Source: an optimization exercise on an open RTL-to-GDS flow (aim: small area). Production flows keep margins and buffers that such runs may drop.
Only simulation tests tie the RTL to the original design; equivalence was not proved.
Power is estimated from default activity; no workload was simulated.

--- design/flow/run.sh ---
#!/bin/bash
# synth_recipe.tcl (not shown) runs the flow's synth.tcl, then flattens the netlist and writes it again
# the make line also repeats each setting of config.mk as NAME=value (left out here)
make -C /OpenROAD-flow-scripts/flow DESIGN_CONFIG=/design/flow/config.mk WORK_HOME=/design/flow/orfs CLKGATE_MAP_FILE= SYNTH_SCRIPT=/design/flow/synth_recipe.tcl finish
--- design/flow/config.mk ---
export PLATFORM = sky130hd
export DESIGN_NAME = ir_core
export DESIGN_NICKNAME = ir_core
export VERILOG_FILES = /design/flow/design.v
export SDC_FILE = /design/flow/constraint.sdc
export NUM_CORES = 4
export LEC_CHECK = 0
export CAP_MARGIN = 20
export CORE_MARGIN = 2
export CORE_UTILIZATION = 40
export SLEW_MARGIN = 20
--- design/flow/constraint.sdc ---
create_clock -name core_clock -period 10.0 [get_ports {clk}]
set_input_delay 2.0000 -clock core_clock [delete_from_list [all_inputs] [get_ports {clk}]]
set_output_delay 2.0000 -clock core_clock [all_outputs]
set_load 0.01 [all_outputs]
--- design/flow/design.v ---
module ir_core (
    input  wire clk,
    input  wire rst,
    input  wire calib_ok,
    input  wire tick,
    input  wire edge_rise,
    input  wire edge_fall,
    input  wire poll,
    output wire status,
    output wire motor_dir_fwd,
    output wire motor_dir_rev,
    output wire motor_pwm,
    output wire motor_en,
    output wire servo_pwm,
    output wire cmd_ready,
    output wire diag_desync,
    output wire diag_double_edge
);
    localparam integer ELAPSED_W     = 16;
    localparam [ELAPSED_W-1:0] ELAPSED_MAX = {ELAPSED_W{1'b1}};
    localparam integer TH_SHORT      = 11;
    localparam integer TH_MEDIUM     = 31;
    localparam integer TH_LONG       = 60;
    localparam integer WD_BOUND      = 30000;
    localparam integer WD_W          = 15;
    localparam integer MOTOR_MAX     = 4;
    localparam integer MOTOR_PERIOD  = 4;
    localparam integer MOTOR_STEP    = 1;
    localparam integer SERVO_PERIOD  = 200;
    localparam integer SERVO_N       = 5;
    localparam integer SERVO_NEUTRAL = 2;
    localparam [31:0] CMD_MOTOR_INC     = 32'h00FF01FE;
    localparam [31:0] CMD_MOTOR_DEC     = 32'h00FF02FD;
    localparam [31:0] CMD_MOTOR_STOP    = 32'h00FF03FC;
    localparam [31:0] CMD_MOTOR_RESUME  = 32'h00FF04FB;
    localparam [31:0] CMD_SERVO_ADVANCE = 32'h00FF05FA;
    localparam [31:0] CMD_SERVO_RETREAT = 32'h00FF06F9;
    localparam [31:0] CMD_SERVO_NEUTRAL = 32'h00FF07F8;
    localparam [31:0] CMD_STATUS_TOGGLE = 32'h00FF08F7;
    function [7:0] servo_table(input [2:0] idx);
        case (idx)
            3'd0:    servo_table = 8'd10;
            3'd1:    servo_table = 8'd12;
            3'd2:    servo_table = 8'd15;
            3'd3:    servo_table = 8'd18;
            default: servo_table = 8'd20;
        endcase
    endfunction
    reg [31:0]          word;
    reg [5:0]           bit_count;
    reg                 armed;
    reg [ELAPSED_W-1:0] elapsed;
    reg [WD_W-1:0]      wd_count;
    reg signed [3:0]    motor_level;
    reg                 motor_standby;
    reg [2:0]           motor_cnt;
    reg [2:0]           servo_index;
    reg [7:0]           servo_duty;
    reg [7:0]           servo_cnt;
    reg                 halted;
    reg                 line_status;
    reg                 line_fwd;
    reg                 line_rev;
    reg                 line_mpwm;
    reg                 line_en;
    reg                 line_spwm;
    reg                 diag_desync_q;
    reg                 diag_double_q;
    reg [31:0]          n_word;
    reg [5:0]           n_bit_count;
    reg                 n_armed;
    reg [ELAPSED_W-1:0] n_elapsed;
    reg [WD_W-1:0]      n_wd_count;
    reg signed [3:0]    n_motor_level;
    reg                 n_motor_standby;
    reg [2:0]           n_motor_cnt;
    reg [2:0]           n_servo_index;
    reg [7:0]           n_servo_duty;
    reg [7:0]           n_servo_cnt;
    reg                 n_status;
    reg                 n_fwd;
    reg                 n_rev;
    reg                 n_mpwm;
    reg                 n_en;
    reg                 n_spwm;
    reg                 n_desync;
    reg                 n_double;
    reg [31:0]          cmd;
    reg signed [3:0]    new_level;
    reg                 motor_set;
    reg [2:0]           motor_thr;
    reg [2:0]           mcnt;
    reg [7:0]           scnt;
    always @* begin
        n_word          = word;
        n_bit_count     = bit_count;
        n_armed         = armed;
        n_elapsed       = elapsed;
        n_wd_count      = wd_count;
        n_motor_level   = motor_level;
        n_motor_standby = motor_standby;
        n_motor_cnt     = motor_cnt;
        n_servo_index   = servo_index;
        n_servo_duty    = servo_duty;
        n_servo_cnt     = servo_cnt;
        n_status        = line_status;
        n_fwd           = line_fwd;
        n_rev           = line_rev;
        n_mpwm          = line_mpwm;
        n_en            = line_en;
        n_spwm          = line_spwm;
        n_desync        = 1'b0;
        n_double        = 1'b0;
        cmd             = 32'd0;
        new_level       = 4'sd0;
        motor_set       = 1'b0;
        motor_thr       = 3'd0;
        mcnt            = 3'd0;
        scnt            = 8'd0;
        if (!halted) begin
            if (edge_rise && edge_fall) begin
                n_double = 1'b1;
            end else if (edge_rise) begin
                n_elapsed = {ELAPSED_W{1'b0}};
                n_armed   = 1'b0;
            end else if (edge_fall) begin
                if (!n_armed && n_bit_count != 6'd32) begin
                    if (n_elapsed < TH_SHORT) begin
                        n_word      = n_word << 1;
                        n_bit_count = n_bit_count + 6'd1;
                        if (n_bit_count == 6'd32)
                            n_wd_count = WD_BOUND;
                    end else if (n_elapsed < TH_MEDIUM) begin
                        n_word      = (n_word << 1) | 32'd1;
                        n_bit_count = n_bit_count + 6'd1;
                        if (n_bit_count == 6'd32)
                            n_wd_count = WD_BOUND;
                    end else if (n_elapsed < TH_LONG) begin
                        if (n_word != 32'd0 || n_bit_count != 6'd0)
                            n_desync = 1'b1;
                        n_word      = 32'd0;
                        n_bit_count = 6'd0;
                    end else begin
                        n_word      = 32'd0;
                        n_bit_count = 6'd0;
                    end
                end
            end
            if (tick) begin
                if (n_elapsed != ELAPSED_MAX)
                    n_elapsed = n_elapsed + 1'b1;
                if (n_wd_count == 1) begin
                    n_word      = 32'd0;
                    n_bit_count = 6'd0;
                    n_wd_count  = WD_BOUND;
                end else begin
                    n_wd_count  = n_wd_count - 1'b1;
                end
                motor_thr = (n_motor_level < 0) ? -n_motor_level : n_motor_level;
                motor_thr = motor_thr * MOTOR_STEP;
                mcnt = n_motor_cnt + 3'd1;
                if (mcnt == MOTOR_PERIOD) begin
                    mcnt = 3'd0;
                    if (motor_thr != 3'd0)
                        n_mpwm = 1'b1;
                end else if (mcnt == motor_thr) begin
                    n_mpwm = 1'b0;
                end
                n_motor_cnt = mcnt;
                scnt = n_servo_cnt + 8'd1;
                if (scnt == SERVO_PERIOD) begin
                    scnt = 8'd0;
                    if (n_servo_duty != 8'd0)
                        n_spwm = 1'b1;
                end else if (scnt == n_servo_duty) begin
                    n_spwm = 1'b0;
                end
                n_servo_cnt = scnt;
            end
            if (poll && n_bit_count == 6'd32) begin
                cmd         = n_word;
                n_word      = 32'd0;
                n_bit_count = 6'd0;
                n_armed     = 1'b1;
                case (cmd)
                    CMD_MOTOR_INC: begin
                        if (!n_motor_standby && n_motor_level != MOTOR_MAX) begin
                            new_level = n_motor_level + 4'sd1;
                            motor_set = 1'b1;
                        end
                    end
                    CMD_MOTOR_DEC: begin
                        if (!n_motor_standby && n_motor_level != -MOTOR_MAX) begin
                            new_level = n_motor_level - 4'sd1;
                            motor_set = 1'b1;
                        end
                    end
                    CMD_MOTOR_STOP: begin
                        n_motor_level = 4'sd0;
                        n_motor_cnt   = 3'd0;
                        n_mpwm        = 1'b0;
                        n_fwd         = 1'b0;
                        n_rev         = 1'b0;
                    end
                    CMD_MOTOR_RESUME: begin
                        if (n_motor_standby) begin
                            n_en            = 1'b1;
                            n_motor_standby = 1'b0;
                        end
                    end
                    CMD_SERVO_ADVANCE: begin
                        if (n_servo_index != SERVO_N - 1) begin
                            n_servo_index = n_servo_index + 3'd1;
                            n_servo_duty  = servo_table(n_servo_index);
                            n_servo_cnt   = 8'd0;
                            n_spwm        = (n_servo_duty != 8'd0);
                        end
                    end
                    CMD_SERVO_RETREAT: begin
                        if (n_servo_index != 3'd0) begin
                            n_servo_index = n_servo_index - 3'd1;
                            n_servo_duty  = servo_table(n_servo_index);
                            n_servo_cnt   = 8'd0;
                            n_spwm        = (n_servo_duty != 8'd0);
                        end
                    end
                    CMD_SERVO_NEUTRAL: begin
                        n_servo_index = SERVO_NEUTRAL;
                        n_servo_duty  = servo_table(SERVO_NEUTRAL);
                        n_servo_cnt   = 8'd0;
                        n_spwm        = (n_servo_duty != 8'd0);
                    end
                    CMD_STATUS_TOGGLE: begin
                        n_status = !n_status;
                    end
                    default: ;  
                endcase
                if (motor_set) begin
                    if (new_level == 4'sd0) begin
                        n_fwd = 1'b0;
                        n_rev = 1'b0;
                    end else if (n_motor_level == 4'sd0) begin
                        n_fwd = (new_level > 0);
                        n_rev = (new_level < 0);
                    end
                    n_motor_level = new_level;
                    n_motor_cnt   = 3'd0;
                    motor_thr     = (new_level < 0) ? -new_level : new_level;
                    motor_thr     = motor_thr * MOTOR_STEP;
                    n_mpwm        = (motor_thr != 3'd0);
                end
            end
        end
    end
    always @(posedge clk) begin
        if (rst) begin
            word          <= 32'd0;
            bit_count     <= 6'd0;
            armed         <= 1'b1;
            elapsed       <= {ELAPSED_W{1'b0}};
            wd_count      <= WD_BOUND;
            motor_level   <= 4'sd0;
            motor_standby <= 1'b0;
            motor_cnt     <= 3'd0;
            servo_index   <= SERVO_NEUTRAL;
            servo_duty    <= servo_table(SERVO_NEUTRAL);
            servo_cnt     <= 8'd0;
            halted        <= !calib_ok;
            line_status   <= 1'b0;
            line_fwd      <= calib_ok;
            line_rev      <= 1'b0;
            line_mpwm     <= 1'b0;
            line_en       <= calib_ok;
            line_spwm     <= calib_ok && (servo_table(SERVO_NEUTRAL) != 8'd0);
            diag_desync_q <= 1'b0;
            diag_double_q <= 1'b0;
        end else begin
            word          <= n_word;
            bit_count     <= n_bit_count;
            armed         <= n_armed;
            elapsed       <= n_elapsed;
            wd_count      <= n_wd_count;
            motor_level   <= n_motor_level;
            motor_standby <= n_motor_standby;
            motor_cnt     <= n_motor_cnt;
            servo_index   <= n_servo_index;
            servo_duty    <= n_servo_duty;
            servo_cnt     <= n_servo_cnt;
            line_status   <= n_status;
            line_fwd      <= n_fwd;
            line_rev      <= n_rev;
            line_mpwm     <= n_mpwm;
            line_en       <= n_en;
            line_spwm     <= n_spwm;
            diag_desync_q <= n_desync;
            diag_double_q <= n_double;
        end
    end
    assign status           = line_status;
    assign motor_dir_fwd    = line_fwd;
    assign motor_dir_rev    = line_rev;
    assign motor_pwm        = line_mpwm;
    assign motor_en         = line_en;
    assign servo_pwm        = line_spwm;
    assign cmd_ready        = (bit_count == 6'd32);
    assign diag_desync      = diag_desync_q;
    assign diag_double_edge = diag_double_q;
endmodule
==> results.yml <==
timing:
  hold_viol_final: 0
  finalCriticalPeriod_ns: 5.79
  tns_ns: 0
  slew_violations: 0
  rsz0062_at_grt: "no"
  setup_ws_ns: 4.21
  setup_viol: 0
  finClkSkew_ns: 0.0110
  relSlewSlack_pct: 26.9
  max_freq_mhz: 173
  worstMarginPinSlew_ns: 1.09
  period_share_pct: 57.9
global_routing:
  grt_use_total_pct: 21.2
  grt_pass1_wl_mm: 28.8
  grt_pass1_vias: 5751
  grt_start_max_net_pins: 52
  grt_antenna_before_repair: 0
  grt_overflow: 0
die:
  core-area_um2: 15700
  die_area_um2: 16900
  initial_core_util_pct: 40.4
  rows: 46
  dieHeight_um: 130
  pin_count: 16
  die_w_um: 130
drt:
  antenna_left: 0
  wl_per_cell_um: 17.5
  firstDrtPassIters: 5
  drc: 0
  routed_wl_mm: 17.6
  dr_total_vias: 6077
  routed_via_density: 6.06
  drt_iter0_markers: 652
critical_path:
  crit_arrival_ns: 6.09
  setup.worst_path.class: "in2reg"
  crit_path_start_kind: "input port"
  critPathCaptureType: "flop"
  crit_fanout: 30
  required_ns: 10.30
synth:
  synthTopCellsByArea: "dfxtp_1 (31%), a22o_1 (5.0%), nand2_1 (4.6%)"
  yosysWarnings: 1
  ys_types: 88
  syn_area_um2: 6340
  syn_avg_cell_area_um2: 8.04
  ys_ff_latch: 102
  synth_top_area_share_pct: 30.9
  ys.flop_type: "dfxtp_1"
  synthArstFlopShare_pct: 0
  yosysMostFrequentCell: "dfxtp_1"
  yosys-top-cells-count: "dfxtp_1 (98), nand2_1 (78), nor2_1 (77)"
  synth_edf_count: 4
  yosysTopAreaCell: "dfxtp_1"
  synth_cells: 789
  ys_seq_area_share_pct: 32.8
  syn-num-nets: 812
cts:
  cts_buffers: 9
  cts_root_buffer: "clkbuf_16"
  post_cts_buffers: 0
  clk_path_buf_depth: 2
  clk_latency_ns: 0.36
  postCtsResizedCells: 0
  cts_num_sinks: 102
  h-tree-depth: 3
  path_clk_slew_ns: 0.08
  cts_hold_buf: 0
  tritoncts: "yes"
run:
  max_cap_viol_count: 0
power:
  seq_power_share_pct: 50.0
  leakage_nw: 2.39
  power_density_nw_per_um2: 123
  switching_share_pct: 26.4
  combPwrFrac_pct: 8.4
  vdd_drop_max_uv: 79.9
  pwr-share-clk_pct: 41.6
  p_int_mw: 0.626
  p_switching_mw: 0.224
  power_mw: 0.851
placement:
  port_buffers: 15
  dp_hpwl_mm: 12.6
  dpl_worst_slack_ns: 3.78
  gp_congestion: 0.908
cells_and_area:
  finish.utilization_pct: 44.0
  antennaDiodeCount: 0
  nets: 806
  n_fill_cell: 1553
  syn2layout_area_growth_pct: 9.07
  drive_gt1_share_pct: 7.12
run_status:
  outcome: "timing/DRC/antenna clean"
hold_path:
  hp-class: "reg2reg"
[registers in the layout, summed over array words and instances, names as in the netlist]
register / cells
line_status: 1
servo_duty: 5
line_mpwm: 1
diag_double_q: 1
servo_index: 3
servo_cnt: 8
line_rev: 1
bit_count: 6
line_en: 1
line_spwm: 1
elapsed: 16
word: 32
wd_count: 15
line_fwd: 1
halted: 1
armed: 1
diag_desync_q: 1
motor_cnt: 3
motor_level: 4
[worst max-delay path, cell delays in order]
cell             delay, ns
clkdlybuf4s50_1       0.54
nor3b_2               0.37
and3_1                0.22
nand4_1               0.24
nand2_1               0.20
ha_1                  0.17
nand4b_1              0.13
or4_1                 0.53
nand2b_1              0.28
nand2_1               0.12
or2_1                 0.14
and3_1                0.86
nand2_1               0.11
a21oi_1               0.16
[logic make-up (layout without fill, tap and decap cells)]
family,count (synthesis),after routing,share of synthesized area [%]
compound gates,229,229,26.5
xor+xnor,28,28,3.87
fa+ha+maj,16,16,3.16
buf+inv,62,59,4.28
flops,102,102,32.8
mux,3,3,0.473
simple gates,349,349,28.9
[per-layer routing]
| layer | wire length [µm] | global-route usage, % | vias up |
|---|---|---|---|
| met5 | 0 | 0 | - |
| met4 | 363 | 7.84 | 0 |
| met3 | 829 | 3.90 | 29 |
| met2 | 8210 | 34.4 | 176 |
| met1 | 8160 | 28.2 | 2935 |
| li1 | - | - | 2937 |
[cell type report]
class,instances,area (µm²),area share (%)
tap,216,270,3.91
clock buffer,10,250,3.62
sequential,102,2080,30.1
multi-input combinational,625,4000,57.8
clock inverter,4,37.5,0.543
timing repair buffer,19,183,2.64
inverter,26,97.6,1.41
[cells in the final DEF, fill, tap and decap left out, drive strengths merged, types with 17 or more instances in the layout]
cell,instances
a22o,36
o21ai,46
nand3,36
inv,27
xnor2,17
nand2,79
dfxtp,98
a21oi,53
nor2,80
nor4,22
nor3,41
[through the flow]
stage / hold slack [ns] / instance area (µm²) / cells
after global placement: 0.438 / 6620 / 987
after global routing: 0.507 / 6920 / 1002
after floorplan: 0.420 / 6340 / 789
after detailed placement: 0.456 / 6630 / 988
after CTS: 0.471 / 6920 / 1002
final: 0.473 / 6920 / 1002
[path summary, 6_finish.rpt]
path	end	depth (start not counted)	slack, ns	from
worst min register to register	wd_count[10]$_SDFFE_PP1N_	1	0.47	wd_count[10]$_SDFFE_PP1N_
worst max-delay path	bit_count[2]$_SDFFE_PP0N_	14	4.21	edge_rise
worst min-delay path	wd_count[10]$_SDFFE_PP1N_	1	0.47	wd_count[10]$_SDFFE_PP1N_
worst max register to register	bit_count[2]$_SDFFE_PP0N_	13	5.72	elapsed[6]$_SDFFE_PP0N_
[power groups by stage]
stage	sequential, mW	combinational (mW)	clock (mW)
2_1_floorplan	0.433	0.0479	0
3_5_place_dp	0.435	0.0706	0
3_3_place_gp	0.434	0.0681	0
4_1_cts	0.425	0.0709	0.364
6_report	0.425	0.0717	0.354
5_1_grt	0.427	0.0796	0.378

==> separate check: timing with driven ports <==
How much do the figures lean on ideal ports? The routed layout below was timed once more, with nothing changed but the port constraints. Step 1: set_driving_cell puts a clkbuf_16 on clk and a buf_2 on each other input, an assumption about the parent block. Step 2 moves the port delays by t, midway between the first and last clock arrival at a register: inputs arrive t later, outputs are due t later. That takes back most of the time a late clock gives input paths. Slacks: ideal ports / drivers / drivers and shift; pairs: ideal ports / drivers.
t (ns): 0.397
slack for setup (ns): 4.207 / 4.224 / 3.827
worst setup path after step 2: input to register
After both steps this run still meets setup and hold. The setup slack of this run moves by +0.017 ns with the drivers and by -0.380 ns with both steps.
